This is an optimization exercise on Yosys and OpenROAD, whose aim is small area, a short achievable clock period and few clock cycles per item, not a production implementation.
Function was checked by simulation only, so behaviour that the tests miss may differ from the original.
No activity file was given, so power comes from the tool's default toggle rates.

--- flow/flow/run.sh ---
#!/bin/bash
# Layout flow: the standard flow, unchanged synthesis, then the
# standard ORFS steps with port buffers of a plain buffer cell and a
# setup target tighter than the clock, so repair_timing works on the
# critical paths. Each step's output goes to its own log here.
set -euo pipefail
MARGIN=${MARGIN:-7.6}
bash standard.sh synth > synth.log 2>&1
bash standard.sh \
    "BUFFER_PORTS_ARGS=-buffer_cell sky130_fd_sc_hd__buf_2" \
    "SETUP_SLACK_MARGIN=$MARGIN" \
    "MATCH_CELL_FOOTPRINT=0" \
    finish > layout.log 2>&1
--- flow/standard.sh ---
#!/bin/bash
# synth_recipe.tcl (not shown) runs the flow's synth.tcl, then flattens the netlist and writes it again
# the make line also repeats each setting of config.mk as NAME=value (left out here)
make -C /OpenROAD-flow-scripts/flow DESIGN_CONFIG=/design/flow/config.mk WORK_HOME=/design/flow/orfs CLKGATE_MAP_FILE= SYNTH_SCRIPT=/design/flow/synth_recipe.tcl "${@:-finish}"
--- flow/config.mk ---
export PLATFORM = sky130hd
export DESIGN_NAME = qb3_core
export DESIGN_NICKNAME = qb3_core
export VERILOG_FILES = /design/flow/design.v
export SDC_FILE = /design/flow/constraint.sdc
export NUM_CORES = 4
export LEC_CHECK = 0
export ABC_AREA = 1
export CAP_MARGIN = 20
export CORE_MARGIN = 2
export CORE_UTILIZATION = 30
export PLACE_DENSITY = 0.5
export SLEW_MARGIN = 20
--- flow/constraint.sdc ---
create_clock -name core_clock -period 11.0 [get_ports {clk}]
set_input_delay 2.2000 -clock core_clock [delete_from_list [all_inputs] [get_ports {clk}]]
set_output_delay 2.2000 -clock core_clock [all_outputs]
set_load 0.01 [all_outputs]
--- flow/design.v ---
module qb3_respond (
    input  wire [31:0] req,          
    input  wire [1:0]  bwc,          
    output wire [31:0] word0,
    output wire [31:0] word1
);
    wire [3:0]  op  = req[31:28];
    wire [3:0]  r   = req[27:24];
    wire        rsv = |req[18:17];
    wire [16:0] d   = req[16:0];
    function [15:0] onehot16;
        input [3:0] v;
        integer i;
        begin
            for (i = 0; i < 16; i = i + 1)
                onehot16[i] = (v == i);
        end
    endfunction
    function [15:0] below16;
        input [15:0] oh;
        integer i;
        begin
            below16[15] = 1'b0;
            for (i = 14; i >= 0; i = i - 1)
                below16[i] = below16[i + 1] | oh[i + 1];
        end
    endfunction
    function [4:0] oh_plus;
        input [15:0] oh;
        input [1:0]  add;
        integer i, v;
        begin
            oh_plus = 5'd0;
            for (i = 0; i < 16; i = i + 1) begin
                v = i + add;
                oh_plus = oh_plus | ({5{oh[i]}} & v[4:0]);
            end
        end
    endfunction
    wire [15:0] opd = onehot16(op) & {16{!rsv}};
    wire op_mse  = opd[1];
    wire op_msd  = opd[2];
    wire op_cwe  = opd[3];
    wire op_cwd  = opd[4];
    wire op_enc  = opd[5];
    wire op_dec  = opd[6];
    wire op_swe  = opd[7];
    wire op_swd  = opd[8];
    wire op_cwd2 = opd[9];
    wire op_dec2 = opd[10];
    wire op_tbe  = opd[11];
    wire op_tbd  = opd[12];
    wire op_bad  = rsv | opd[0] | opd[13] | opd[14] | opd[15];
    wire [15:0] eq = onehot16(r);
    wire [15:0] lt = below16(eq);
    wire [16:0] gt = {1'b1, ~(lt | eq)};
    wire        r0 = eq[0];
    wire [4:0]  r_p0 = {1'b0, r};
    wire [4:0]  r_p1 = oh_plus(eq, 2'd1);
    wire [4:0]  r_p2 = oh_plus(eq, 2'd2);
    wire        s   = d[16];
    wire [15:0] x   = d[15:0] ^ {16{s}};
    wire [16:0] mse = {x, s};
    wire        bw_big = bwc[1];                            
    wire        w_bad  = bwc[0];                            
    wire        rng_x  = |(x & ~lt);                        
    wire        rng_d  = |(d & gt);                         
    wire        rng_d2 = |(d[16:1] & gt[15:0]);             
    wire        sw_rng = |(x & ~{1'b0, lt[15:1]});          
    wire        pre  = op_enc | op_mse;
    wire [16:0] m    = pre ? mse : d;
    wire        d_at_r   = |(d[15:0] & eq);
    wire        d_at_rm1 = |(d[14:0] & eq[15:1]);
    wire        d_at_rm2 = |(d[13:0] & eq[15:2]);
    wire        e_long = |(m[15:0] & eq);
    wire        e_mid  = |(m[14:0] & eq[15:1]);
    wire        eL = !r0 & e_long;
    wire        eM = !r0 & !e_long & e_mid;
    wire        eS = !r0 & !e_long & !e_mid;
    wire [16:0] e_bits =
        {16'd0, r0 & m[0]} |
        ({17{eL}} & {m[14:0] & lt[14:0], 2'b11}) |
        ({17{eM}} & {m[14:0] & lt[15:1], 2'b01}) |
        ({17{eS}} & {m[15:0], 1'b0});
    wire [1:0]  e_k = {eL, r0 | eM};
    wire        dL = !r0 & d[0] & d[1];
    wire        dM = !r0 & d[0] & !d[1];
    wire        dS = !r0 & !d[0];
    wire [15:0] d_val =
        {15'd0, r0 & d[0]} |
        ({16{dL}} & (({1'b0, d[16:2]} & lt) | eq)) |
        ({16{dM}} & (({1'b0, d[16:2]} & {1'b0, lt[15:1]}) | {1'b0, eq[15:1]})) |
        ({16{dS}} & (d[16:1] & {1'b0, lt[15:1]}));
    wire [1:0]  d_k = {dL, r0 | dM};
    wire        use_e  = op_cwe | op_enc | op_tbe;
    wire [1:0]  k      = use_e ? e_k : d_k;
    wire [4:0]  len_rk = ({5{k == 2'd0}} & r_p0) | ({5{k == 2'd1}} & r_p1) |
                         ({5{k[1]}} & r_p2);
    wire [16:0] v_in  = op_msd ? d : {1'b0, d_val};
    wire        post  = op_msd | op_dec | op_dec2;
    wire [16:0] w_out = {v_in[16:1] ^ {16{post & v_in[0]}}, v_in[0]};
    wire [16:0] w_fin = post ? {w_out[0], w_out[16:1]} : v_in;
    wire        r1  = !r[1];
    wire [3:0]  l1h = r1 ? {1'b0, dL, dM, dS}              
                         : {dL, dM, dS, 1'b0};
    wire [3:0]  w2  = ({4{l1h[0]}} & d[4:1]) | ({4{l1h[1]}} & d[5:2]) |
                      ({4{l1h[2]}} & d[6:3]) | ({4{l1h[3]}} & d[7:4]);
    wire        c2L = w2[0] & w2[1];
    wire        c2M = w2[0] & !w2[1];
    wire [2:0]  v2  = r1 ? {1'b0, c2L, c2M | (c2L & w2[2])}
                         : {c2L, c2M | (c2L & w2[3]), (c2M & w2[2]) | (c2L & w2[2]) | (!w2[0] & w2[1])};
    wire [1:0]  k2  = {c2L, c2M};
    wire [16:0] v2_ms = {{15{v2[0]}}, v2[2:1] ^ {2{v2[0]}}};
    wire [2:0]  ksum;
    assign ksum[0] = d_k[0] ^ k2[0];
    assign ksum[1] = (d_k[1] ^ k2[1]) ^ (d_k[0] & k2[0]);
    assign ksum[2] = (d_k[1] & k2[1]) | ((d_k[1] | k2[1]) & d_k[0] & k2[0]);
    wire [4:0]  len_dd = r1 ? {2'b00, ksum[1] | ksum[2], ~ksum[1], ksum[0]}
                            : {1'b0, ksum[2], ~ksum[2], ksum[1], ksum[0]};
    wire        u_bad  = !(eq[3] | eq[4] | eq[5] | eq[6]);
    wire [5:0]  u_max  = lt[5:0];                  
    wire        d_zero = ~|d;
    wire [5:0]  sm_f    = (mse[5:0] == u_max) ? 6'd0 : mse[5:0];
    wire        se_long = |(sm_f & eq[6:1]);        
    wire        se_mid  = |(sm_f & eq[7:2]);        
    wire [7:0]  se_bits = ({8{se_long}} & {sm_f[4:0] & lt[5:1], 3'b111}) |
                          ({8{!se_long & se_mid}} & {sm_f[4:0] & lt[6:2], 3'b011}) |
                          ({8{!se_long & !se_mid}} & {sm_f, 2'b01});
    wire [1:0]  se_k    = {se_long, !se_long & se_mid};
    wire        sd_long = d[1] & d[2];
    wire        sd_mid  = d[1] & !d[2];
    wire [5:0]  sd_v    = ({6{sd_long}} & ((d[8:3] & lt[6:1]) | eq[6:1])) |
                          ({6{sd_mid}} & ((d[8:3] & lt[7:2]) | eq[7:2])) |
                          ({6{!d[1]}} & (d[7:2] & lt[7:2]));
    wire [1:0]  sd_k    = {sd_long, sd_mid};
    wire        sd_rsvd = sd_long & &(d[8:3] | ~lt[6:1]);
    wire        sd_zero = !d[1] & ~|(d[7:2] & lt[7:2]);
    wire [5:0]  sd_m    = sd_zero ? u_max : sd_v;
    wire [16:0] sd_ms   = {{12{sd_m[0]}}, sd_m[5:1] ^ {5{sd_m[0]}}};
    wire [1:0]  sw_k    = op_swe ? se_k : sd_k;
    wire [4:0]  sw_len  = ({5{sw_k == 2'd0}} & r_p0) | ({5{sw_k == 2'd1}} & r_p1) |
                          ({5{sw_k[1]}} & r_p2);    
    wire r_hi11   = |eq[15:12];                                
    wire tbe_pack = !r0 & (e_long ? (r_hi11 | eq[11]) :
                           e_mid  ? r_hi11 :
                                    (r_hi11 & !eq[12]));      
    wire e_bw  = (op_mse | op_enc) & bw_big;                   
    wire e_w   = (op_mse | op_enc) & !bw_big & w_bad;          
    wire e_rng = (op_enc & !bw_big & !w_bad & rng_x) |
                 ((op_cwe | op_tbe) & rng_d) |
                 (op_tbd & rng_d2);                            
    wire e_u   = (op_swe | op_swd) & u_bad;                    
    wire e_dl  = op_swe & !u_bad & sw_rng;                     
    wire e_rs  = op_swd & !u_bad & d[0] & sd_rsvd;             
    wire e_r2  = (op_cwd2 | op_dec2) & !(eq[1] | eq[2]);       
    wire e_pk  = (op_tbe & !rng_d & tbe_pack) |
                 (op_tbd & !rng_d2 & r_hi11);                  
    wire [3:0] status = {e_rs | e_pk,
                         e_w | e_rng | e_u | e_dl,
                         e_r2 | e_bw | e_u | e_dl,
                         op_bad | e_bw | e_rng | e_dl | e_pk};
    wire ok = !(op_bad | e_bw | e_w | e_rng | e_u | e_dl | e_rs | e_r2 | e_pk);
    wire s_w    = op_msd | op_cwd | op_dec | op_cwd2 | op_dec2;
    wire s_e    = op_cwe | op_enc;
    wire s_swe  = op_swe & !d_zero;
    wire s_swd  = op_swd & d[0];
    wire s_lo_e = s_e | op_tbe;                  
    wire s_lo_w = s_w | op_tbd;                  
    wire [16:0] data0_a =
        ({17{op_mse}} & m) |
        {({5{s_e}} & e_bits[16:12]) | ({5{s_w}} & w_fin[16:12]) |
         ({5{op_tbe}} & {1'b0, len_rk[3:0]}) | ({5{op_tbd}} & {3'b0, k}),
         ({12{s_lo_e}} & e_bits[11:0]) | ({12{s_lo_w}} & w_fin[11:0])} |
        ({17{s_swe}} & {9'd0, se_bits}) |
        ({17{s_swd}} & sd_ms);
    wire [16:0] data1_a =
        ({17{op_cwd2}} & {14'd0, v2}) | ({17{op_dec2}} & v2_ms);
    wire        nc_a = (op_swe & d_zero) | (op_swd & !d[0]);
    wire [4:0]  len_a =
        ({5{s_e | op_cwd | op_dec}} & len_rk) |
        ({5{s_swe | s_swd}} & sw_len) |
        {4'd0, nc_a} |
        ({5{op_cwd2 | op_dec2}} & len_dd);
    wire [16:0] data0 = {17{ok}} & data0_a;
    wire [16:0] data1 = {17{ok}} & data1_a;
    wire [4:0]  len   = {5{ok}} & len_a;
    wire        nc    = ok & nc_a;
    assign word0 = {5'd0, status, nc, len, data0};
    assign word1 = {15'd0, data1};
endmodule
module qb3_bwchk (
    input  wire [31:0] req,
    output wire [1:0]  bwc
);
    wire [4:0]  bw = req[23:19];
    wire [15:0] x  = req[15:0] ^ {16{req[16]}};
    reg  [15:0] bw_ge;                       
    integer i;
    always @* begin
        for (i = 0; i < 16; i = i + 1)
            bw_ge[i] = (i >= bw[3:0]);
    end
    assign bwc = {bw[4] & |bw[3:0], !bw[4] & |(x & bw_ge)};
endmodule
module qb3_core (
    input  wire        clk,
    input  wire        rst,
    input  wire        req_valid,
    output reg         req_ready,
    input  wire [31:0] req_word,
    output reg         rsp_valid,
    input  wire        rsp_ready,
    output reg  [31:0] rsp_word0,
    output reg  [31:0] rsp_word1
);
    wire [1:0]  bwc;
    qb3_bwchk u_bwchk (.req(req_word), .bwc(bwc));
    wire [26:0] req_c = {req_word[31:28] & {4{~|req_word[18:17]}},
                         req_word[27:24], bwc, req_word[16:0]};
    reg  [26:0] in_q;        
    reg         in_v;
    reg  [26:0] sk_q;        
    reg         sk_v;
    wire [31:0] next_word0, next_word1;
    qb3_respond u_respond (
        .req   ({in_q[26:19], 5'd0, 2'b00, in_q[16:0]}),
        .bwc   (in_q[18:17]),
        .word0 (next_word0),
        .word1 (next_word1)
    );
    wire out_free = !rsp_valid || rsp_ready;      
    wire in_free  = !in_v || out_free;            
    wire take     = req_valid && req_ready;
    always @(posedge clk) begin
        if (in_free)
            in_q <= sk_v ? sk_q : req_c;
        if (!sk_v)
            sk_q <= req_c;
        if (out_free) begin
            rsp_word0 <= next_word0;
            rsp_word1 <= next_word1;
        end
    end
    wire in_v_n = in_free ? (sk_v || take) : in_v;
    wire sk_v_n = sk_v ? !in_free : (take && !in_free);
    always @(posedge clk) begin
        if (rst) begin
            in_v      <= 1'b0;
            sk_v      <= 1'b0;
            rsp_valid <= 1'b0;
            req_ready <= 1'b1;
        end else begin
            in_v      <= in_v_n;
            sk_v      <= sk_v_n;
            if (out_free)
                rsp_valid <= in_v;
            req_ready <= !sk_v_n;
        end
    end
endmodule
==> run_results.csv, run 1 <==
group,metric,value,unit
global_route,grt_max_degree,43,
clocking,cts_tree,"yes",
clocking,cts-root-buf,"clkbuf_16",
sta,finClkSkew,15.08,ps
global_route,use_met1,0.3466,
placement,routabilityCongestion,1.026,
worst_setup_path,reg2regPathDepth,14,
outcome,status,"timing/DRC/antenna clean",
worst_setup_path,critical_path_required,11090,ps
sta,setup_viol,0,
layout,areaGrowthSynthToFinish,21.38,%
layout,diodes,0,
worst_setup_path,critPathLaunchType,"flip-flop",
pwr,p_leak,4.705,nW
layout,drive_gt1_frac,0.1986,
sta,rsz0062_at_grt,"true",
clocking,cts_hold_buf,0,
placement,port_buffers,81,
layout,fin_area,10030,sq um
clocking,numCtsBuffers,9,
synthesis,yosysTopAreaCell,"edfxtp_1",
pwr,combPwrFrac,0.360,
sta,fin_hold_ws,445.6,ps
die,io-pin-count,102,
layout,fin_util,0.3711,
synthesis,synth_area,8262,sq um
worst_setup_path,end_kind,"flip-flop",
synthesis,ys_seq_area_frac,0.2859,
global_route,grt-ovfl-total,0,
global_route,grt_usage,0.2478,
detailed_routing,ant_nets,0,
worst_setup_path,arrival,3460,ps
worst_setup_path,path_class,"flip-flop to flip-flop",
synthesis,ys_warn_count,3,
placement,dpl_cell_area,8760,sq um
pwr,clkPwrFrac,0.277,
synthesis,synth_seq_cells,89,
detailed_routing,wirelength,37040,um
worst_hold_path,hold_depth,2,
layout,fin_nets,1489,
global_route,grt_busiest_layer,"met2",
detailed_routing,drtIter0Drc,1098,
placement,dp_hpwl,27690,um
die,rows,60,
pwr,power_density,108.2,nW/um^2
pwr,switching_share,0.3964,
die,die_y,170.0,um
job,cap_violations,0,
detailed_routing,post_drt_wl_per_cell,20.68,um
synthesis,yosysTopAreaCellShare,0.2108,
sta,fmax,296.7,MHz
sta,slew_violations,0,
global_route,antenna_found_initial,0,
sta,hold_viol,0,
sta,tightest_slew,839.0,ps
global_route,use_met2,0.3716,
die,die_area,28880,sq um
pwr,switching_power,430.0,uW
synthesis,synth_cell_type_count,49,
layout,fill_cells,2993,
worst_setup_path,critPathMaxFanout,11,
detailed_routing,dr.pass1.iters,8,
worst_hold_path,hp-class,"flip-flop to flip-flop",
pwr,intPower,654.6,uW
clocking,cts_htree_levels,3,
synthesis,synth.avg_cell_area,6.212,sq um
global_route,use_met3,0.04907,
synthesis,synth_cells,1330,
die,coreArea,27030,sq um
die,initial_core_util,0.3057,
global_route,grt_pass1_vias,8808,
die,dieWidth,170.0,um
clocking,clk_path_buf_depth,2,
global_route,grt_pass1_wl,54210,um
clocking,insertion_delay,360,ps
sta,period_share,0.3064,
sta,relSlewSlack,0.4348,
sta,min_period,3370,ps
detailed_routing,drc_errors,0,
clocking,cts.sinks,89,
detailed_routing,num_vias,9734,
pwr,p_seq_frac,0.362,
clocking,clk_pin_slew_worst_paths,70,ps
synthesis,synth.area.top_cells,"edfxtp_1 (21%), nand2_1 (18%), nand3_1 (9.4%)",
detailed_routing,vias_per_cell,5.435,
pwr,vdd_ir_drop_max,0.06018,mV
sta,tns,0,ps
## final timing paths
kind / slack (ps) / endpoint / from
setup / recovery: 7630 / rsp_word0[0]$_DFFE_PP_ / in_q[22]$_DFFE_PN_
hold / removal: 450 / sk_q[25]$_DFF_P_ / sk_q[25]$_DFF_P_
setup reg to reg: 7630 / rsp_word0[0]$_DFFE_PP_ / in_q[22]$_DFFE_PN_
hold reg to reg: 450 / sk_q[25]$_DFF_P_ / sk_q[25]$_DFF_P_
## worst max-delay path: stages (launching register included)
cell and delay, ps:
edfxtp_1 440, buf_4 190, inv_2 180, nand2_4 190, nor2_4 280, clkinvlp_4 230
nand2_1 130, o21ai_0 100, a211oi_1 360, nand3_1 190, nor3_2 310, nor2_4 90
buf_12 150, nand3_4 180, nor2_1 80
## power by group through the flow
stage	combinational (mW)	clock (mW)	sequential, mW
final	0.391	0.301	0.393
after detailed placement	0.319	0	0.406
after floorplan	0.229	0	0.400
after CTS	0.341	0.309	0.395
after global placement	0.326	0	0.406
after global routing	0.421	0.320	0.395
## synthesized netlist by cell type (all sizes together)
master and n:
o2bb2ai 1, a21boi 1, nor4 2, or2 1, clkbuf 19, or3 1, o221ai 2, a211oi 2
buf 58, and2 8, o21ai 103, nor3 14, a31oi 8, a221oi 3, o2111ai 3, o31ai 2
o22ai 18, xnor2 2, a21oi 88, conb 1, inv 145, and3 1, o21a 1, o211ai 16
nand4 17, ha 8, edfxtp 58, xor2 9, clkinv 5, nand3 159, nor2 135, nand2 401
dfxtp 31, nand3b 3, a22oi 4
## per-layer routing
layer  vias up  part of all wire
li1       4627                 -
met1      4460              0.43
met2       559              0.43
met3        88              0.10
met4         0             0.039
met5         -                 0
## metrics by stage
| stage | total power, mW | instances | worst slack, ps |
|---|---|---|---|
| 6_report | 1.085 | 1791 | 7630 |
| 5_1_grt | 1.137 | 1791 | 7539 |
| 4_1_cts | 1.044 | 1736 | 7592 |
| 3_5_place_dp | 0.7251 | 1702 | 6603 |
| 3_3_place_gp | 0.7326 | 1702 | 6644 |
| 2_1_floorplan | 0.6291 | 1349 | 7603 |
## state kept, by name, indices dropped and copies added, names as in the netlist
signal and count:
req_ready 1, rsp_word1 4, sk_v 1, rsp_valid 1, rsp_word0 27, sk_q 27
in_v 1, in_q 27
## cells in the final DEF (no fill, tap or decap), types with 12 or more instances in the layout
cell type / Yosys / layout
conb_1: 1 / 20
nand3_1: 155 / 149
dfxtp_1: 31 / 31
a21oi_1: 84 / 83
o22ai_1: 18 / 18
inv_1: 133 / 121
o21ai_1: 10 / 14
buf_4: 41 / 67
inv_2: 12 / 12
nand4_1: 17 / 17
nand2_1: 391 / 375
buf_2: 9 / 81
o211ai_1: 16 / 16
nor2_4: 6 / 21
edfxtp_1: 58 / 58
o21ai_0: 92 / 87
nor2_1: 120 / 103
nand2_2: 9 / 15
## layout make-up
type | instances | area, sq um | share of cell area
Clock inverter | 5 | 40.04 | 0.003993
Tap cell | 341 | 426.7 | 0.04255
Inverter | 150 | 616.8 | 0.06151
Multi-Input combinational cell | 1036 | 5289 | 0.5274
Timing Repair Buffer | 156 | 1044 | 0.1041
Clock buffer | 11 | 232.7 | 0.02321
Timing Repair inverter | 3 | 17.52 | 0.001747
Sequential cell | 89 | 2362 | 0.2356
## what timing repair did
item | in CTS | in global routing
cloned | 2 | 5
gates resized for setup | 38 | 71
pin swaps | 6 | 16
buffers inserted | 16 | 50
setup endpoints to repair | 30 | 59
## logic make-up (layout without fill, tap and decap cells)
group           after synthesis  in the layout  synth area share
simple gates                742            745            0.3895
compound gates              252            252            0.1708
other cells                   1             20         0.0004539
fa+ha+maj                     8              8           0.01212
buf+inv                     227            325            0.1295
xor+xnor                     11             11           0.01166
flops                        89             89            0.2859
Testbench counts, summed over its fixed seeds: cycles 32,016, items 32,000.
==> inputs of run 2 (changes only) <==
--- a/flow/config.mk
+++ b/flow/config.mk
@@ -10,4 +10,5 @@
 export CORE_MARGIN = 2
-export CORE_UTILIZATION = 30
-export PLACE_DENSITY = 0.5
+export CORE_UTILIZATION = 45
+export CTS_BUF_LIST = sky130_fd_sc_hd__clkbuf_8
+export PLACE_DENSITY = 0.65
 export SLEW_MARGIN = 20
==> run_results.csv, run 2 <==
group,metric,value,unit
placement,routabilityCongestion,1.074,
sta,tns,0,ps
synthesis,ys_seq_area_frac,0.2859,
placement,dpl_cell_area,8620,sq um
layout,drive_gt1_frac,0.1773,
synthesis,synth_area,8262,sq um
worst_hold_path,hold_depth,2,
sta,rsz0062_at_grt,"true",
worst_setup_path,critPathLaunchType,"flip-flop",
sta,fmax,297.1,MHz
clocking,cts-root-buf,"clkbuf_8",
worst_hold_path,min_from,"sk_q[25]$_DFF_P_",
layout,fin_area,9502,sq um
clocking,clk_path_buf_depth,2,
die,rows,49,
layout,regArea,2362,sq um
layout,diodes,0,
layout,fin_cells,1650,
detailed_routing,dr.pass1.iters,6,
sta,min_period,3366,ps
pwr,p_leak,4.514,nW
sta,layout_setup_ws,7634,ps
worst_setup_path,arrival,3540,ps
layout,mostFrequentLayoutCell,"nand2_1",
global_route,grt_max_degree,38,
layout,fill_cells,1912,
placement,dp_hpwl,25670,um
sta,relSlewSlack,0.2085,
die,initial_core_util,0.4599,
synthesis,synthArstFlopShare,0,
worst_hold_path,hp-class,"flip-flop to flip-flop",
placement,port_buffers,81,
sta,fin_hold_ws,457.2,ps
pwr,power_density,106.2,nW/um^2
synthesis,synth_seq_cells,89,
synthesis,synth_cell_type_count,49,
synthesis,synth_edf_count,58,
job,cap_violations,0,
sta,finClkSkew,20.41,ps
layout,fin_util,0.5289,
detailed_routing,vias_per_cell,5.999,
worst_setup_path,reg2regPathDepth,12,
global_route,grt_pass1_wl,50950,um
worst_setup_path,worstReg2RegEnd,"rsp_word0[5]$_DFFE_PP_",
clocking,cts_tree,"yes",
die,die_area,19460,sq um
synthesis,synth.avg_cell_area,6.212,sq um
worst_setup_path,r2r-start,"in_q[0]$_DFFE_PN_",
pwr,vdd_ir_drop_max,0.06525,mV
die,io-pin-count,102,
sta,hold_viol,0,
placement,pre_cts_slack,6550,ps
clocking,numCtsBuffers,9,
sta,tightest_slew,1181,ps
layout,layout_common_cells,"nand2_1 (378), nand3_1 (148), inv_1 (123)",
layout,areaGrowthSynthToFinish,15.01,%
detailed_routing,wirelength,34040,um
sta,period_share,0.3060,
detailed_routing,ant_nets,0,
detailed_routing,num_vias,9899,
clocking,cts_htree_levels,3,
die,dieWidth,139.5,um
layout,multi_input_area,5238,sq um
die,die_y,139.5,um
synthesis,yosysMostFrequentCell,"nand2_1",
clocking,insertion_delay,400,ps
worst_setup_path,r2r_setup_slack,7630,ps
clocking,cts_hold_buf,0,
worst_setup_path,end_kind,"flip-flop",
global_route,grt-ovfl-total,0,
clocking,clk_pin_slew_worst_paths,120,ps
detailed_routing,post_drt_wl_per_cell,20.63,um
synthesis,synth.area.top_cells,"edfxtp_1 (21%), nand2_1 (18%), nand3_1 (9.4%)",
global_route,antenna_found_initial,1,
synthesis,yosysTopAreaCell,"edfxtp_1",
outcome,status,"timing/DRC/antenna clean",
placement,dp.cells,1590,
worst_setup_path,critPathMaxFanout,13,
clocking,cts.sinks,89,
detailed_routing,drtIter0Drc,1464,
worst_setup_path,critical_path_required,11180,ps
die,coreArea,17960,sq um
detailed_routing,drc_errors,0,
worst_setup_path,path_class,"flip-flop to flip-flop",
synthesis,synthFlopType,"edfxtp_1",
synthesis,synth_common_cells,"nand2_1 (391), nand3_1 (155), inv_1 (133)",
pwr,power,1.009,mW
layout,fin_nets,1460,
sta,slew_violations,0,
synthesis,synth_cells,1330,
synthesis,ys_warn_count,3,
sta,setup_viol,0,
worst_hold_path,min_to,"sk_q[25]$_DFF_P_",
synthesis,yosysTopAreaCellShare,0.2108,
layout,largestRegisters,"in_q (27), rsp_word0 (27), sk_q (27)",
global_route,grt_usage,0.3345,
global_route,grt_pass1_vias,8939,
[run 2: repair_timing]
action                                  CTS  global route
pin swaps                                 5            18
hold endpoints to repair                  0             0
resized for setup                        23            66
cloned                                    0             4
setup buffers                            16            24
endpoints found under the setup margin   29            48
[run 2: logic make-up after synthesis]
family | synth area share
compound gates | 0.1708
fa+ha+maj | 0.01212
simple gates | 0.3895
xor+xnor | 0.01166
buf+inv | 0.1295
other cells | 0.0004539
flops | 0.2859
[run 2: how the worst max path moves through the flow]
stage / depth (start not counted) / end / slack (ps) / from
final: 12 / rsp_word0[5]$_DFFE_PP_ / 7630 / in_q[0]$_DFFE_PN_
after global routing: 19 / rsp_word0[1]$_DFFE_PP_ / 7560 / in_q[20]$_DFFE_PN_
after CTS: 16 / rsp_word0[14]$_DFFE_PP_ / 7610 / in_q[19]$_DFFE_PN_
after detailed placement: 22 / rsp_word0[17]$_DFFE_PP_ / 6550 / in_q[20]$_DFFE_PN_
after global placement: 22 / rsp_word0[17]$_DFFE_PP_ / 6640 / in_q[20]$_DFFE_PN_
after floorplan: 8 / in_q[17]$_DFFE_PN_ / 7600 / req_word[21]
[run 2: layer usage]
layer  track usage  wire, um
met5             0        13
met4        0.1297      1857
met2        0.5064     14360
met1        0.4639     14010
met3       0.07674      3793
[run 2: layout make-up]
class | instances | area share
timing repair buffer | 129 | 0.08401
multi-input combinational | 1035 | 0.5512
inverter | 150 | 0.06308
clock buffer | 9 | 0.01304
timing repair inverter | 2 | 0.001317
sequential | 89 | 0.2486
clock inverter | 7 | 0.008559
tap | 229 | 0.03016
[run 2: power breakdown]
| part | internal (mW) | total [mW] | switching (mW) |
|---|---|---|---|
| Clock | 0.0909 | 0.245 | 0.154 |
| Sequential | 0.378 | 0.394 | 0.0153 |
| Combinational | 0.110 | 0.370 | 0.260 |
[run 2: critical path, cell delays in order (launching register included)]
cell and delay (ps):
edfxtp_1 580, clkinvlp_4 170, buf_4 220, nor3_2 960, a21oi_1 140, o21ai_0 150, o21ai_0 330, o21ai_0 270
nor2_1 70, nor2_1 80, nand3_1 80, nand2_1 70, inv_1 30
==> inputs of run 3 (changes only) <==
--- a/flow/config.mk
+++ b/flow/config.mk
@@ -10,5 +10,5 @@
 export CORE_MARGIN = 2
-export CORE_UTILIZATION = 45
-export CTS_BUF_LIST = sky130_fd_sc_hd__clkbuf_8
-export PLACE_DENSITY = 0.65
+export CORE_UTILIZATION = 55
+export GPL_TIMING_DRIVEN = 1
+export PLACE_DENSITY = 0.75
 export SLEW_MARGIN = 20
==> run_results.csv, run 3 <==
group,metric,value,unit
clocking,numCtsBuffers,9,
global_route,antenna_found_initial,0,
sta,slew_violations,0,
worst_setup_path,end_kind,"flip-flop",
global_route,grt_pass1_wl,48880,um
sta,setup_viol,0,
layout,regArea,2362,sq um
pwr,power,1.103,mW
worst_setup_path,worstPathBufferInverterCount,6,
clocking,clk_path_buf_depth,2,
layout,layout_common_cells,"nand2_1 (378), nand3_1 (149), inv_1 (124)",
synthesis,synth_cells,1330,
detailed_routing,dr.pass1.iters,13,
layout,fin_util,0.6577,
clocking,cts_tree,"yes",
sta,min_period,3385,ps
pwr,vdd_ir_drop_max,0.09302,mV
synthesis,synthArstFlopShare,0,
die,rows,44,
placement,routabilityCongestion,1.190,
detailed_routing,dr.max_layer_used,"met4",
layout,areaGrowthSynthToFinish,16.14,%
die,die_area,16020,sq um
synthesis,yosysMostFrequentCell,"nand2_1",
worst_setup_path,path_delay_family,"simple AND/OR/NAND/NOR gates",
sta,rsz0062_at_grt,"true",
synthesis,synth.area.top_cells,"edfxtp_1 (21%), nand2_1 (18%), nand3_1 (9.4%)",
detailed_routing,drc_errors,0,
worst_setup_path,cp_cell_sequence,"buf_4 -> inv_2 -> nand2_2 -> nor2_4 -> buf_4 -> inv_1 -> nand2_1 -> o21ai_0 -> a211oi_1 -> nand3_1 -> nor3_1 -> nor2_4 -> nand3_4 -> inv_4 -> nand2_1 -> inv_1",
detailed_routing,wl_met2,13460,um
layout,fill_cells,1409,
die,io-pin-count,102,
sta,tns,0,ps
worst_setup_path,critical_path_required,11120,ps
detailed_routing,wl_met1,11960,um
layout,largestRegisters,"in_q (27), rsp_word0 (27), sk_q (27)",
global_route,grt_max_degree,43,
synthesis,synth_common_cells,"nand2_1 (391), nand3_1 (155), inv_1 (133)",
synthesis,synth_edf_count,58,
clocking,cts.sinks,89,
synthesis,ys_seq_area_frac,0.2859,
die,die_y,126.6,um
layout,multi_input_area,5199,sq um
die,coreArea,14590,sq um
detailed_routing,post_drt_wl_per_cell,20.16,um
outcome,status,"timing/DRC/antenna clean",
synthesis,synth.avg_cell_area,6.212,sq um
synthesis,synth_seq_cells,89,
die,initial_core_util,0.5663,
job,cap_violations,0,
global_route,grt_pass1_vias,8989,
synthesis,yosysTopAreaCellShare,0.2108,
layout,diodes,0,
global_route,grt_usage,0.3912,
placement,dp_hpwl,24160,um
layout,mostFrequentLayoutCell,"nand2_1",
pwr,power_density,115.0,nW/um^2
pwr,p_leak,4.596,nW
detailed_routing,num_vias,10190,
worst_setup_path,path_class,"flip-flop to flip-flop",
worst_setup_path,cp_slowest_cell,"edfxtp_1",
synthesis,synthFlopType,"edfxtp_1",
synthesis,ys_warn_count,3,
sta,hold_viol,0,
layout,drive_gt1_frac,0.1807,
detailed_routing,ant_nets,0,
synthesis,synth_cell_type_count,49,
sta,relSlewSlack,0.1913,
sta,finClkSkew,14.56,ps
sta,fmax,295.4,MHz
sta,layout_setup_ws,7615,ps
sta,period_share,0.3077,
worst_hold_path,hp-class,"flip-flop to flip-flop",
placement,pre_cts_slack,6670,ps
worst_setup_path,critPathMaxFanout,11,
synthesis,synth_area,8262,sq um
global_route,grt-ovfl-total,0,
detailed_routing,wirelength,32600,um
clocking,insertion_delay,360,ps
die,dieWidth,126.6,um
detailed_routing,drtIter0Drc,1886,
clocking,clk_pin_slew_worst_paths,70,ps
sta,tightest_slew,1206,ps
detailed_routing,vias_per_cell,6.301,
clocking,cts-root-buf,"clkbuf_16",
clocking,cts_htree_levels,3,
detailed_routing,route.met3.wl,4951,um
worst_setup_path,critPathLaunchType,"flip-flop",
worst_setup_path,arrival,3510,ps
layout,fin_nets,1472,
synthesis,yosysTopAreaCell,"edfxtp_1",
placement,port_buffers,81,
worst_setup_path,slowest_delay,460,ps
[run 3: cell types whose count changed in the layout (fill, tap and decap cells not counted), moves of 3 or more]
cell	before	now
clkbuf_16	0	9
buf_4	44	58
inv_2	16	13
nor2_1	106	109
clkbuf_8	9	0
nand2_4	8	5
[run 3: repair_timing]
action	CTS	global route
pin swaps	2	12
resized for setup	23	56
cloned	2	2
setup endpoints to repair	29	44
endpoints found under the hold margin	0	0
buffers inserted	18	38
hold buffers	0	0
[run 3: cell type report]
class / instances / area share
multi-input cells: 1035 / 0.5418
clock buffers: 9 / 0.02347
flip-flops and latches: 89 / 0.2462
repair buffers: 141 / 0.09023
clock inverters: 7 / 0.01004
repair inverters: 2 / 0.001304
well taps: 184 / 0.02399
inverters: 150 / 0.06298
[run 3: per-stage QoR]
step                      hold slack (ps)  area [sq um]  cells
after floorplan                     414.3          8371   1349
final                               452.1          9595   1617
after CTS                           449.5          9090   1577
after global routing                481.4          9595   1617
after global placement              431.1          8533   1541
after detailed placement            433.6          8533   1541
[run 3: per-layer routing]
layer  up-vias  GRT usage
met1      4558     0.4993
met4         0     0.2146
li1       4581          -
met2       837     0.5672
met5         -          0
met3       213     0.1531
[run 3: final timing paths]
check,start,to,slack [ps],depth (start not counted)
worst min register to register,sk_q[25]$_DFF_P_,sk_q[25]$_DFF_P_,450,2
worst min-delay path,sk_q[25]$_DFF_P_,sk_q[25]$_DFF_P_,450,2
worst max register to register,in_q[22]$_DFFE_PN_,rsp_word0[1]$_DFFE_PP_,7610,16
worst max-delay path,in_q[22]$_DFFE_PN_,rsp_word0[1]$_DFFE_PP_,7610,16
[run 3: logic make-up after synthesis]
| kind of cell | synth area share |
|---|---|
| DFF | 0.2859 |
| buffers and inverters | 0.1295 |
| and+or+nand+nor | 0.3895 |
| adders and majority gates | 0.01212 |
| other | 0.0004539 |
| xor gates and xnor gates | 0.01166 |
| AOI/OAI and AO/OA | 0.1708 |
[run 3: where the power goes]
group | switching (mW) | leakage [nW] | internal, mW
Sequential | 0.0149 | 0.915 | 0.378
Clock | 0.155 | 0.154 | 0.184
Combinational | 0.260 | 3.53 | 0.112
Total | 0.430 | 4.60 | 0.674
[run 3: tightest hold or removal path, cell delays in order (launching register included)]
cell and delay [ps]:
dfxtp_1 300, nand2_1 50, nand2_1 60
==> inputs of run 4 (changes only) <==
--- a/flow/config.mk
+++ b/flow/config.mk
@@ -10,5 +10,6 @@
 export CORE_MARGIN = 2
-export CORE_UTILIZATION = 55
+export CORE_UTILIZATION = 45
+export CTS_BUF_LIST = sky130_fd_sc_hd__clkbuf_8 sky130_fd_sc_hd__clkbuf_16
 export GPL_TIMING_DRIVEN = 1
-export PLACE_DENSITY = 0.75
+export PLACE_DENSITY = 0.65
 export SLEW_MARGIN = 20
==> run_results.csv, run 4 <==
group,metric,value,unit
placement,routabilityCongestion,1.074,
worst_setup_path,cp_cell_sequence,"clkbuf_4 -> nand2_1 -> o21ai_0 -> nand4_1 -> a221oi_1 -> o211ai_1 -> nand3_1 -> nand2_2",
worst_setup_path,critPathLaunchType,"primary input",
clocking,numCtsBuffers,9,
worst_setup_path,reg2regPathDepth,21,
detailed_routing,post_drt_wl_per_cell,20.66,um
layout,fill_cells,1903,
synthesis,synth_seq_cells,89,
worst_setup_path,path_class,"primary input to flip-flop",
sta,tightest_slew,1104,ps
pwr,power,1.093,mW
worst_setup_path,arrival,3430,ps
detailed_routing,num_vias,9871,
sta,relSlewSlack,0.2599,
die,rows,49,
sta,finClkSkew,16.13,ps
worst_hold_path,hp-class,"flip-flop to flip-flop",
synthesis,ys_warn_count,3,
global_route,grt_usage,0.3354,
layout,mostFrequentLayoutCell,"nand2_1",
worst_setup_path,slowest_delay,230,ps
layout,diodes,0,
placement,dp.cells,1590,
die,coreArea,17960,sq um
synthesis,yosysMostFrequentCell,"nand2_1",
sta,period_share,0.3012,
worst_setup_path,endpoint,"in_q[17]$_DFFE_PN_",
synthesis,synth_area,8262,sq um
sta,slew_violations,0,
global_route,grt_max_degree,38,
synthesis,yosysTopAreaCell,"edfxtp_1",
global_route,use_met1,0.4664,
job,cap_violations,0,
clocking,clk_path_buf_depth,2,
placement,pre_cts_slack,6550,ps
worst_setup_path,r2r-start,"in_q[20]$_DFFE_PN_",
global_route,use_met3,0.07777,
sta,tns,0,ps
layout,layout_common_cells,"nand2_1 (376), nand3_1 (149), inv_1 (121)",
clocking,clk_pin_slew_worst_paths,70,ps
global_route,antenna_found_initial,0,
clocking,cts_htree_levels,3,
outcome,status,"timing/DRC/antenna clean",
sta,fmax,301.9,MHz
synthesis,synth_cell_type_count,49,
clocking,cts.sinks,89,
sta,rsz0062_at_grt,"true",
detailed_routing,dr.pass1.iters,6,
synthesis,yosysTopAreaCellShare,0.2108,
detailed_routing,drc_errors,0,
die,dieWidth,139.5,um
detailed_routing,wirelength,34060,um
layout,areaGrowthSynthToFinish,16.60,%
placement,dp_hpwl,25670,um
detailed_routing,drtIter0Drc,1524,
pwr,power_density,113.5,nW/um^2
synthesis,synth.avg_cell_area,6.212,sq um
sta,hold_viol,0,
detailed_routing,ant_nets,0,
sta,min_period,3313,ps
global_route,use_met2,0.5083,
worst_setup_path,critPathMaxFanout,11,
global_route,grt-ovfl-total,0,
pwr,p_leak,4.558,nW
layout,largestRegisters,"in_q (27), rsp_word0 (27), sk_q (27)",
die,initial_core_util,0.4599,
die,die_area,19460,sq um
die,die_y,139.5,um
worst_setup_path,critical_path_required,11120,ps
worst_setup_path,cp_slowest_cell,"a221oi_1",
placement,dpl_cell_area,8620,sq um
synthesis,synthArstFlopShare,0,
layout,fin_nets,1458,
synthesis,synth.area.top_cells,"edfxtp_1 (21%), nand2_1 (18%), nand3_1 (9.4%)",
clocking,cts-root-buf,"clkbuf_16",
synthesis,ys_seq_area_frac,0.2859,
worst_setup_path,end_kind,"flip-flop",
layout,drive_gt1_frac,0.1804,
clocking,cts_tree,"yes",
layout,fin_util,0.5363,
synthesis,synth_common_cells,"nand2_1 (391), nand3_1 (155), inv_1 (133)",
worst_setup_path,worstReg2RegEnd,"rsp_word0[19]$_DFFE_PP_",
worst_setup_path,r2r_setup_slack,7710,ps
layout,multi_input_area,5270,sq um
global_route,grt_busiest_layer,"met2",
synthesis,synth_edf_count,58,
synthesis,synthFlopType,"edfxtp_1",
layout,regArea,2362,sq um
pwr,vdd_ir_drop_max,0.07658,mV
sta,fin_hold_ws,452.5,ps
sta,layout_setup_ws,7687,ps
die,io-pin-count,102,
placement,port_buffers,81,
detailed_routing,vias_per_cell,5.990,
sta,setup_viol,0,
global_route,grt_pass1_wl,51110,um
worst_setup_path,startpoint,"req_word[21]",
layout,fin_area,9633,sq um
synthesis,synth_cells,1330,
global_route,grt_pass1_vias,8911,
clocking,insertion_delay,370,ps
layout,fin_cells,1648,
-- run 4: worst min path at each step --
stage,slack (ps),depth (start not counted),end,startpoint
2_1_floorplan,410,2,sk_q[25]$_DFF_P_,sk_q[25]$_DFF_P_
3_3_place_gp,430,2,sk_q[25]$_DFF_P_,sk_q[25]$_DFF_P_
3_5_place_dp,440,2,sk_q[26]$_DFF_P_,sk_q[26]$_DFF_P_
4_1_cts,460,2,sk_q[25]$_DFF_P_,sk_q[25]$_DFF_P_
5_1_grt,480,2,sk_q[26]$_DFF_P_,sk_q[26]$_DFF_P_
6_report,450,2,sk_q[25]$_DFF_P_,sk_q[25]$_DFF_P_
-- run 4: logic make-up (layout without fill, tap and decap cells) --
logic type               Yosys count  in the layout  share of synthesized area
buffers and inverters            227            295                     0.1295
AO/OA/AOI/OAI                    252            252                     0.1708
flip-flops                        89             89                     0.2859
adder cells (fa/ha/maj)            8              8                    0.01212
other                              1             20                  0.0004539
AND/OR/NAND/NOR                  742            744                     0.3895
XOR/XNOR                          11             11                    0.01166
-- run 4: final cells by class --
class,count,area share
Timing Repair Buffer,127,0.08222
Clock inverter,7,0.008443
Clock buffer,9,0.02338
Timing Repair inverter,2,0.001299
Inverter,150,0.06261
Sequential cell,89,0.2452
Tap cell,229,0.02974
Multi-Input combinational cell,1035,0.5471
-- run 4: critical path, delay by kind of cell --
family / cells / cell delay, ps
buf+inv: 1 / 180
compound gates: 3 / 590
simple gates: 4 / 450
-- run 4: timing repair --
action | CTS | global route
setup endpoints to repair | 29 | 59
cloned | 0 | 4
resized for setup | 23 | 80
buffers inserted | 14 | 24
hold buffers | 0 | 0
pin swaps | 5 | 23
-- run 4: layer usage --
layer  part of all wire  wire, um  vias to the layer above
met2               0.43     14530                      667
met3               0.11      3800                      130
met4              0.049      1672                        0
li1                   -         -                     4559
met1               0.41     14050                     4515
met5                  0         0                        -
-- run 4: power breakdown --
part	leakage, nW	internal, mW	switching, mW
registers	0.915	0.378	0.0148
clock network	0.150	0.163	0.166
logic	3.49	0.111	0.261
total	4.56	0.651	0.442
==> inputs of run 5 (changes only) <==
--- a/flow/flow/run.sh
+++ b/flow/flow/run.sh
@@ -6,3 +6,3 @@
 set -euo pipefail
-MARGIN=${MARGIN:-7.6}
+MARGIN=${MARGIN:-7.75}
 bash standard.sh synth > synth.log 2>&1
--- a/flow/config.mk
+++ b/flow/config.mk
@@ -11,3 +11,2 @@
 export CORE_UTILIZATION = 45
-export CTS_BUF_LIST = sky130_fd_sc_hd__clkbuf_8 sky130_fd_sc_hd__clkbuf_16
 export GPL_TIMING_DRIVEN = 1
==> run_results.csv, run 5 <==
group,metric,value,unit
synthesis,synth_cell_type_count,49,
worst_setup_path,path_delay_family,"flip-flops",
synthesis,yosysTopAreaCell,"edfxtp_1",
synthesis,synth.area.top_cells,"edfxtp_1 (21%), nand2_1 (18%), nand3_1 (9.4%)",
worst_setup_path,slowest_delay,380,ps
synthesis,synth_common_cells,"nand2_1 (391), nand3_1 (155), inv_1 (133)",
synthesis,synth_seq_cells,89,
sta,hold_viol,0,
sta,fmax,308.5,MHz
global_route,grt-ovfl-total,0,
pwr,power_density,109.3,nW/um^2
synthesis,synth_top_family_by_area,"simple AND/OR/NAND/NOR gates",
sta,relSlewSlack,0.2246,
sta,finClkSkew,16.71,ps
sta,rsz0062_at_grt,"true",
layout,largestRegisters,"in_q (27), rsp_word0 (27), sk_q (27)",
outcome,status,"timing/DRC/antenna clean",
detailed_routing,vias_per_cell,5.986,
synthesis,synthArstFlopShare,0,
synthesis,ys_seq_area_frac,0.2859,
clocking,numCtsBuffers,9,
die,dieWidth,139.5,um
sta,slew_violations,0,
worst_setup_path,cpMostUsedCell,"buf_2",
worst_setup_path,end_kind,"output pin",
pwr,power,1.123,mW
pwr,switching_power,451.8,uW
die,rows,49,
sta,min_period,3242,ps
worst_setup_path,worstPathBufferInverterCount,2,
clocking,clk_pin_slew_worst_paths,70,ps
detailed_routing,dr.pass1.iters,8,
synthesis,synth.avg_cell_area,6.212,sq um
global_route,grt_pass1_wl,50070,um
worst_setup_path,cp_cell_sequence,"buf_2 -> buf_2",
global_route,grt_pass1_vias,8846,
synthesis,synthMuxAreaShare,0,
synthesis,synth_edf_count,58,
pwr,clkPwrFrac,0.289,
pwr,vdd_ir_drop_max,0.08780,mV
die,die_area,19460,sq um
layout,mostFrequentLayoutCell,"nand2_1",
detailed_routing,num_vias,10160,
clocking,clk_path_buf_depth,2,
sta,setup_viol,0,
clocking,cts_htree_levels,3,
worst_setup_path,critical_path_required,8800,ps
layout,drive_gt1_frac,0.2357,
placement,routabilityCongestion,1.078,
detailed_routing,post_drt_wl_per_cell,20.44,um
pwr,switching_share,0.4024,
global_route,grt_usage,0.3307,
synthesis,synth_adder_area_share,0.01212,
worst_setup_path,critPathMaxFanout,7,
die,io-pin-count,102,
placement,dp_hpwl,25100,um
synthesis,synth-simple-area-share,0.3895,
worst_setup_path,cp_slowest_cell,"edfxtp_1",
synthesis,yosysTopAreaCellShare,0.2108,
synthesis,synthFlopType,"edfxtp_1",
die,die_y,139.5,um
die,coreArea,17960,sq um
clocking,cts_hold_buf,0,
sta,tns,0,ps
layout,diodes,0,
layout,fin_util,0.5718,
sta,tightest_slew,1157,ps
detailed_routing,ant_nets,0,
worst_setup_path,path_class,"flip-flop to output pin",
global_route,antenna_found_initial,0,
detailed_routing,drtIter0Drc,1660,
synthesis,synth_area,8262,sq um
pwr,intPower,670.9,uW
synthesis,yosysMostFrequentCell,"nand2_1",
detailed_routing,wirelength,34680,um
pwr,combPwrFrac,0.361,
die,initial_core_util,0.4599,
synthesis,synth_compound_area_frac,0.1708,
clocking,insertion_delay,380,ps
pwr,p_leak,4.846,nW
clocking,cts-root-buf,"clkbuf_16",
layout,layout_common_cells,"nand2_1 (364), nand3_1 (141), inv_1 (113)",
detailed_routing,drc_errors,0,
worst_setup_path,critPathLaunchType,"flip-flop",
layout,fin_nets,1507,
global_route,grt_max_degree,43,
layout,areaGrowthSynthToFinish,24.32,%
pwr,p_seq_frac,0.350,
synthesis,synth_cells,1330,
placement,port_buffers,81,
sta,period_share,0.2947,
clocking,cts.sinks,89,
clocking,cts_tree,"yes",
synthesis,yosys.area_share.xor_xnor,0.01166,
synthesis,ys_warn_count,3,
job,cap_violations,0,
worst_hold_path,hp-class,"flip-flop to flip-flop",
worst_setup_path,arrival,1040,ps
run 5: cell counts after synthesis:
Identical to the previous run, type by type.
run 5: worst paths after layout:
check | start | slack [ps] | depth (start not counted) | to
min | sk_q[0]$_DFF_P_ | 460 | 2 | sk_q[0]$_DFF_P_
max | rsp_word1[15]$_DFFE_PP_ | 7760 | 2 | rsp_word1[8]
min reg2reg | sk_q[0]$_DFF_P_ | 460 | 2 | sk_q[0]$_DFF_P_
max reg2reg | in_q[16]$_DFFE_PN_ | 7770 | 18 | rsp_word0[8]$_DFFE_PP_
run 5: layout make-up:
cell class | instances | area, sq um
clock buffers | 9 | 225.2
clock inverters | 7 | 81.33
fillers | 1773 | 7692
inverters | 150 | 618.1
multi-input cells | 1036 | 5464
flip-flops and latches | 89 | 2362
well taps | 229 | 286.5
repair buffers | 175 | 1221
repair inverters | 2 | 12.51
run 5: metrics by stage:
stage               std cells  setup WS [ps]  hold slack (ps)  instance area (sq um)
CTS                      1628           7689            455.0                   9314
finish                   1697           7758            456.8                  10270
detailed placement       1589           6740            436.9                   8617
global placement         1589           6802            430.8                   8617
global route             1697           7671            500.2                  10270
floorplan                1349           7573            411.7                   8392
run 5: timing repair:
item                                    CTS  global route
cloned                                    2             4
pin swaps                                 9            37
buffers inserted                         21            65
endpoints found under the setup margin   74            45
gates resized for setup                  54           119
run 5: cells by family after synthesis:
group	Yosys count
AO/OA/AOI/OAI	252
XOR/XNOR	11
adder cells (fa/ha/maj)	8
buffers and inverters	227
flip-flops	89
other	1
AND/OR/NAND/NOR	742
run 5: metal layers:
| layer | global-route usage | wire (um) | vias to the layer above |
|---|---|---|---|
| met2 | 0.5064 | 14860 | 762 |
| li1 | - | - | 4661 |
| met3 | 0.06263 | 4029 | 173 |
| met4 | 0.1483 | 2057 | 0 |
| met1 | 0.4540 | 13730 | 4562 |
| met5 | 0 | 0 | - |
run 5: tightest hold or removal path, cell delays in order (launching register included):
cell and delay, ps:
dfxtp_1 310, nand2_1 50, nand2_1 60
run 5: power groups by stage:
stage / logic (mW) / registers, mW / clock network, mW
finish: 0.405 / 0.393 / 0.325
detailed placement: 0.314 / 0.405 / 0
floorplan: 0.230 / 0.400 / 0
global placement: 0.316 / 0.404 / 0
global route: 0.432 / 0.394 / 0.341
CTS: 0.338 / 0.393 / 0.330
==> inputs of run 6 (changes only) <==
--- a/flow/config.mk
+++ b/flow/config.mk
@@ -14 +14,2 @@
 export SLEW_MARGIN = 20
+export TNS_END_PERCENT = 0
==> run_results.csv, run 6 <==
group,metric,value,unit
worst_setup_path,path_delay_family,"simple AND/OR/NAND/NOR gates",
sta,relSlewSlack,0.4573,
worst_setup_path,cp_slowest_cell,"edfxtp_1",
synthesis,synth_cells,1330,
global_route,grt_pass1_vias,8925,
clocking,clk_pin_slew_worst_paths,90,ps
synthesis,synth.area.top_cells,"edfxtp_1 (21%), nand2_1 (18%), nand3_1 (9.4%)",
pwr,clkPwrFrac,0.296,
pwr,switching_power,452.4,uW
clocking,cts.sinks,89,
placement,port_buffers,81,
pwr,p_seq_frac,0.354,
worst_setup_path,worstReg2RegEnd,"rsp_word0[18]$_DFFE_PP_",
die,die_area,19460,sq um
layout,fill_cells,1813,
synthesis,synth_cell_type_count,49,
pwr,combPwrFrac,0.350,
pwr,switching_share,0.4064,
detailed_routing,vias_per_cell,5.998,
layout,mostFrequentLayoutCell,"nand2_1",
global_route,antenna_found_initial,0,
placement,routabilityCongestion,1.033,
die,rows,49,
worst_setup_path,r2r-start,"in_q[19]$_DFFE_PN_",
clocking,cts_tree,"yes",
worst_setup_path,critical_path_required,11230,ps
synthesis,synthArstFlopShare,0,
sta,tns,0,ps
detailed_routing,post_drt_wl_per_cell,21.09,um
worst_setup_path,path_class,"flip-flop to flip-flop",
worst_setup_path,arrival,3600,ps
global_route,grt_pass1_wl,50800,um
worst_setup_path,critPathMaxFanout,6,
synthesis,synth_common_cells,"nand2_1 (391), nand3_1 (155), inv_1 (133)",
layout,areaGrowthSynthToFinish,20.11,%
worst_setup_path,slowest_delay,510,ps
die,die_y,139.5,um
global_route,grt-ovfl-total,0,
synthesis,synth_seq_cells,89,
sta,setup_viol,0,
synthesis,ys_seq_area_frac,0.2859,
clocking,clk_path_buf_depth,2,
pwr,vdd_ir_drop_max,0.07412,mV
layout,fin_nets,1488,
sta,period_share,0.3064,
synthesis,yosysTopAreaCellShare,0.2108,
layout,fin_util,0.5524,
die,coreArea,17960,sq um
die,dieWidth,139.5,um
worst_setup_path,end_kind,"flip-flop",
clocking,cts_hold_buf,0,
placement,dp_hpwl,25780,um
detailed_routing,dr.pass1.iters,7,
detailed_routing,drc_errors,0,
layout,drive_gt1_frac,0.1994,
detailed_routing,drtIter0Drc,1647,
worst_hold_path,hold_depth,2,
global_route,grt_max_degree,43,
job,cap_violations,0,
worst_setup_path,cpMostUsedCell,"nand2_1",
die,io-pin-count,102,
layout,diodes,0,
clocking,cts-root-buf,"clkbuf_16",
worst_hold_path,min_from,"sk_q[25]$_DFF_P_",
pwr,intPower,660.9,uW
pwr,p_leak,4.704,nW
detailed_routing,ant_nets,0,
clocking,numCtsBuffers,9,
worst_hold_path,hp-class,"flip-flop to flip-flop",
sta,rsz0062_at_grt,"true",
sta,layout_setup_ws,7630,ps
outcome,status,"timing/DRC/antenna clean",
detailed_routing,num_vias,10060,
layout,largestRegisters,"in_q (27), rsp_word0 (27), sk_q (27)",
sta,tightest_slew,805.6,ps
worst_setup_path,critPathLaunchType,"flip-flop",
sta,hold_viol,0,
clocking,cts_htree_levels,3,
worst_setup_path,reg2regPathDepth,19,
worst_setup_path,worstPathBufferInverterCount,5,
synthesis,ys_warn_count,3,
synthesis,synthFlopType,"edfxtp_1",
clocking,insertion_delay,370,ps
global_route,grt_usage,0.3382,
synthesis,synth.avg_cell_area,6.212,sq um
worst_setup_path,cp_cell_sequence,"buf_4 -> nand2_2 -> inv_1 -> nand2_1 -> inv_2 -> nand3_1 -> nand2_1 -> nor2_1 -> nand2_1 -> nor2_4 -> inv_2 -> nand2_2 -> nand2_1 -> nand3_2 -> nand2_1 -> nor2_4 -> nand3_4 -> buf_4 -> a21oi_2",
pwr,power_density,112.2,nW/um^2
placement,pre_cts_slack,6474,ps
synthesis,synth_area,8262,sq um
worst_hold_path,min_to,"sk_q[25]$_DFF_P_",
synthesis,synth_edf_count,58,
synthesis,yosysMostFrequentCell,"nand2_1",
worst_setup_path,r2r_setup_slack,7630,ps
sta,finClkSkew,20.51,ps
sta,fmax,296.7,MHz
synthesis,yosysTopAreaCell,"edfxtp_1",
sta,min_period,3370,ps
detailed_routing,wirelength,35380,um
layout,layout_common_cells,"nand2_1 (376), nand3_1 (150), inv_1 (120)",
sta,slew_violations,0,
die,initial_core_util,0.4599,
## run 6: cell types whose count changed in the layout (fill, tap and decap cells not counted), sizes merged
| cell | delta |
|---|---|
| buf | -20 |
| clkinv | +5 |
| clkinvlp | +1 |
| inv | -5 |
## run 6: repair_timing
action	CTS	global route
hold endpoints to repair	0	0
pin swaps	4	28
gates cloned	1	5
resized for setup	26	88
setup endpoints to repair	77	57
buffers inserted	20	49
## run 6: metal layers
| metal | track usage | part of all wire |
|---|---|---|
| met2 | 0.5186 | 0.42 |
| met4 | 0.1536 | 0.054 |
| met1 | 0.4645 | 0.41 |
| met3 | 0.06194 | 0.11 |
| met5 | 0 | 0 |
## run 6: worst min-delay path, stage by stage (launching register included)
cell	delay, ps
dfxtp_1	300
nand2_1	50
nand2_1	60
## run 6: final cells by class
cell class | instances | area (sq um) | area share
clock inverter | 7 | 86.33 | 0.008700
timing repair buffer | 155 | 1022 | 0.1030
tap | 229 | 286.5 | 0.02887
timing repair inverter | 3 | 17.52 | 0.001765
sequential | 89 | 2362 | 0.2381
inverter | 150 | 620.6 | 0.06254
multi-input combinational | 1036 | 5303 | 0.5344
clock buffer | 9 | 225.2 | 0.02270
## run 6: power groups by stage
stage	Sequential [mW]	Combinational (mW)	Clock [mW]
4_1_cts	0.394	0.333	0.331
2_1_floorplan	0.400	0.229	0
6_report	0.394	0.390	0.329
3_5_place_dp	0.408	0.313	0
5_1_grt	0.395	0.416	0.345
3_3_place_gp	0.407	0.316	0
## run 6: kinds of logic (layout without fill, tap and decap cells)
logic type | count (synthesis) | count (layout) | share of synthesized area
AOI/OAI and AO/OA | 252 | 252 | 0.1708
xor gates and xnor gates | 11 | 11 | 0.01166
adders and majority gates | 8 | 8 | 0.01212
buffers and inverters | 227 | 324 | 0.1295
DFF | 89 | 89 | 0.2859
other | 1 | 20 | 0.0004539
and+or+nand+nor | 742 | 745 | 0.3895
## run 6: worst max-delay path by stage
| stage | start | end | slack [ps] | depth (start not counted) |
|---|---|---|---|---|
| 6_report | in_q[19]$_DFFE_PN_ | rsp_word0[18]$_DFFE_PP_ | 7630 | 19 |
| 5_1_grt | in_q[16]$_DFFE_PN_ | rsp_word0[18]$_DFFE_PP_ | 7550 | 19 |
| 4_1_cts | in_q[22]$_DFFE_PN_ | rsp_word0[3]$_DFFE_PP_ | 7550 | 17 |
| 3_5_place_dp | in_q[20]$_DFFE_PN_ | rsp_word0[17]$_DFFE_PP_ | 6470 | 22 |
| 3_3_place_gp | in_q[20]$_DFFE_PN_ | rsp_word0[17]$_DFFE_PP_ | 6650 | 22 |
| 2_1_floorplan | rsp_ready | req_ready$_SDFF_PP1_ | 7570 | 6 |
## run 6: stage by stage
stage	instance area [sq um]	cells	hold WS, ps	power [mW]
2_1_floorplan	8371	1349	414.3	0.6291
3_3_place_gp	8597	1587	432.3	0.7233
3_5_place_dp	8597	1587	440.8	0.7208
4_1_cts	9165	1624	457.0	1.057
5_1_grt	9923	1678	493.8	1.156
6_report	9923	1678	459.5	1.113
==> inputs of run 7 (changes only) <==
--- a/flow/flow/run.sh
+++ b/flow/flow/run.sh
@@ -6,3 +6,3 @@
 set -euo pipefail
-MARGIN=${MARGIN:-7.75}
+MARGIN=${MARGIN:-7.45}
 bash standard.sh synth > synth.log 2>&1
--- a/flow/config.mk
+++ b/flow/config.mk
@@ -14,2 +14 @@
 export SLEW_MARGIN = 20
-export TNS_END_PERCENT = 0
==> run_results.csv, run 7 <==
group,metric,value,unit
synthesis,synth_cell_type_count,49,
synthesis,synth_common_cells,"nand2_1 (391), nand3_1 (155), inv_1 (133)",
synthesis,synthFlopType,"edfxtp_1",
worst_setup_path,cpMostUsedCell,"nand3_1",
worst_setup_path,critical_path_required,11240,ps
worst_setup_path,critPathLaunchType,"flip-flop",
die,rows,49,
clocking,cts_hold_buf,0,
sta,period_share,0.3152,
clocking,cts_htree_levels,3,
detailed_routing,wirelength,34710,um
layout,layout_common_cells,"nand2_1 (382), nand3_1 (154), inv_1 (126)",
synthesis,synth.area.top_cells,"edfxtp_1 (21%), nand2_1 (18%), nand3_1 (9.4%)",
detailed_routing,post_drt_wl_per_cell,21.02,um
die,die_area,19460,sq um
placement,port_buffers,81,
clocking,cts.sinks,89,
synthesis,synth_edf_count,58,
layout,fin_nets,1461,
synthesis,synth_area,8262,sq um
die,coreArea,17960,sq um
synthesis,yosysTopAreaCellShare,0.2108,
sta,tns,0,ps
synthesis,yosysTopAreaCell,"edfxtp_1",
synthesis,synth_cells,1330,
layout,diodes,0,
detailed_routing,drtIter0Drc,1445,
clocking,insertion_delay,360,ps
detailed_routing,dr.pass1.iters,6,
pwr,power_density,115.0,nW/um^2
layout,areaGrowthSynthToFinish,14.68,%
worst_setup_path,critPathMaxFanout,11,
detailed_routing,ant_nets,0,
worst_hold_path,hp-class,"flip-flop to flip-flop",
global_route,grt_usage,0.3405,
synthesis,synth.avg_cell_area,6.212,sq um
sta,min_period,3467,ps
global_route,grt_pass1_vias,8805,
worst_setup_path,end_kind,"flip-flop",
layout,largestRegisters,"in_q (27), rsp_word0 (27), sk_q (27)",
sta,layout_setup_ws,7533,ps
die,initial_core_util,0.4599,
sta,tightest_slew,1180,ps
detailed_routing,num_vias,9827,
die,io-pin-count,102,
job,cap_violations,0,
sta,setup_viol,0,
placement,routabilityCongestion,1.075,
die,die_y,139.5,um
sta,fin_hold_ws,450.5,ps
outcome,status,"timing/DRC/antenna clean",
layout,drive_gt1_frac,0.1624,
worst_setup_path,path_delay_family,"simple AND/OR/NAND/NOR gates",
pwr,vdd_ir_drop_max,0.07908,mV
die,dieWidth,139.5,um
clocking,cts_tree,"yes",
global_route,grt-ovfl-total,0,
worst_setup_path,worstPathBufferInverterCount,4,
clocking,clk_path_buf_depth,2,
detailed_routing,drc_errors,0,
clocking,cts-root-buf,"clkbuf_16",
clocking,numCtsBuffers,9,
worst_setup_path,slowest_delay,530,ps
layout,mostFrequentLayoutCell,"nand2_1",
global_route,grt_max_degree,42,
worst_setup_path,cp_slowest_cell,"edfxtp_1",
clocking,clk_pin_slew_worst_paths,90,ps
global_route,grt_pass1_wl,51030,um
pwr,p_leak,4.546,nW
worst_setup_path,path_class,"flip-flop to flip-flop",
sta,hold_viol,0,
synthesis,yosysMostFrequentCell,"nand2_1",
sta,fmax,288.5,MHz
worst_setup_path,arrival,3710,ps
worst_setup_path,cp_cell_sequence,"buf_4 -> nand2_2 -> nand2_4 -> inv_1 -> ha_1 -> nor3_1 -> nand3_1 -> nor3_1 -> nand3_1 -> nand3_1 -> nand3_1 -> nor2_4 -> nand3_4 -> clkinvlp_4 -> nand2_1 -> inv_1",
synthesis,synthArstFlopShare,0,
placement,pre_cts_slack,6485,ps
sta,relSlewSlack,0.2094,
sta,rsz0062_at_grt,"true",
placement,dp_hpwl,25960,um
synthesis,synth_seq_cells,89,
sta,slew_violations,0,
synthesis,ys_warn_count,3,
sta,finClkSkew,15.10,ps
synthesis,ys_seq_area_frac,0.2859,
detailed_routing,vias_per_cell,5.952,
global_route,antenna_found_initial,0,
[run 7: cell counts after synthesis]
No cell type changed its count.
[run 7: tightest hold or removal path, stage by stage, from the launching register on]
cell and delay, ps:
dfxtp_1 310, nand2_1 40, nand2_1 70
[run 7: final timing paths]
| kind | startpoint | to | slack [ps] | cells after the start |
|---|---|---|---|---|
| max reg2reg | in_q[19]$_DFFE_PN_ | rsp_word0[2]$_DFFE_PP_ | 7530 | 16 |
| min reg2reg | sk_q[12]$_DFF_P_ | sk_q[12]$_DFF_P_ | 450 | 2 |
| min | sk_q[12]$_DFF_P_ | sk_q[12]$_DFF_P_ | 450 | 2 |
| max | in_q[19]$_DFFE_PN_ | rsp_word0[2]$_DFFE_PP_ | 7530 | 16 |
[run 7: metrics by stage]
step / cell area, sq um / instances / power (mW) / utilization
after global routing: 9474 / 1651 / 1.134 / 0.5274
after floorplan: 8349 / 1349 / 0.6283 / -
after detailed placement: 8583 / 1587 / 0.7203 / 0.4778
after CTS: 9070 / 1619 / 1.055 / 0.5049
after global placement: 8577 / 1587 / 0.7243 / 0.4775
final: 9474 / 1651 / 1.090 / 0.5274
[run 7: final cells by class]
| cell class | instances | area [sq um] |
|---|---|---|
| timing repair inverter | 2 | 12.51 |
| sequential | 89 | 2362 |
| inverter | 150 | 605.6 |
| clock inverter | 7 | 86.33 |
| fill | 1893 | 8489 |
| timing repair buffer | 130 | 810.8 |
| tap | 229 | 286.5 |
| clock buffer | 9 | 225.2 |
| multi-input combinational | 1035 | 5085 |
[run 7: kinds of logic (layout without fill, tap and decap cells)]
| logic type | after synthesis | count (layout) | share of synthesized area |
|---|---|---|---|
| AND/OR/NAND/NOR | 742 | 744 | 0.3895 |
| AO/OA/AOI/OAI | 252 | 252 | 0.1708 |
| buffers and inverters | 227 | 298 | 0.1295 |
| flip-flops | 89 | 89 | 0.2859 |
| XOR/XNOR | 11 | 11 | 0.01166 |
| adder cells (fa/ha/maj) | 8 | 8 | 0.01212 |
| other | 1 | 20 | 0.0004539 |
[run 7: report_power, final]
| group | total, mW | switching, mW | internal, mW |
|---|---|---|---|
| clock | 0.331 | 0.168 | 0.163 |
| sequential | 0.393 | 0.0151 | 0.378 |
| combinational | 0.366 | 0.258 | 0.108 |
[run 7: repair_timing]
item | 4_1_cts | 5_1_grt
gates resized for setup | 13 | 42
buffers inserted | 16 | 28
cloned | 0 | 4
setup endpoints to repair | 29 | 58
pin swaps | 0 | 7
[run 7: layer usage]
layer	up-vias	global-route usage	part of all wire
met1	4468	0.4619	0.41
met4	0	0.1510	0.051
met3	129	0.08568	0.12
met5	-	0	0
met2	657	0.5132	0.42
li1	4573	-	-

what the ideal ports hide:
The flow's constraints put no driver on any port. The routed layouts listed below were extracted and timed again, unchanged, in two steps.
Step 1 (the two cells are an assumption about what drives the block):
set clk [get_ports {clk}]
set_driving_cell -lib_cell sky130_fd_sc_hd__clkbuf_16 $clk
set_driving_cell -lib_cell sky130_fd_sc_hd__buf_2 [delete_from_list [all_inputs] $clk]
Step 2 also shifts input and output timing later by t, the mid clock arrival at the registers, as if the neighbouring blocks saw the same clock.
Slacks: ideal / step 1 / step 2; pairs: ideal / step 1.
run | shift t [ns] | slack for setup (ns) | worst hold slack (ns) | worst slew at a driven data input, ns
run 1 | 0.399 | 7.630 / 7.630 / 7.290 | 0.446 / 0.446 / 0.446 | 0.03
run 2 | 0.429 | 7.634 / 7.630 / 7.308 | 0.457 / 0.457 / 0.457 | 0.03
run 3 | 0.400 | 7.615 / 7.615 / 7.344 | 0.452 / 0.452 / 0.452 | 0.03
run 4 | 0.404 | 7.687 / 7.665 / 7.307 | 0.452 / 0.452 / 0.452 | 0.04
run 5 | 0.414 | 7.758 / 7.712 / 7.391 | 0.457 / 0.457 / 0.457 | 0.06
run 6 | 0.406 | 7.630 / 7.630 / 7.286 | 0.460 / 0.460 / 0.460 | 0.04
run 7 | 0.407 | 7.533 / 7.533 / 7.249 | 0.450 / 0.450 / 0.450 | 0.03
After both steps setup and hold are still met in every run listed. For run 4, which loses most, drivers alone change the setup slack by -0.022 ns; drivers and shift together by -0.380 ns.
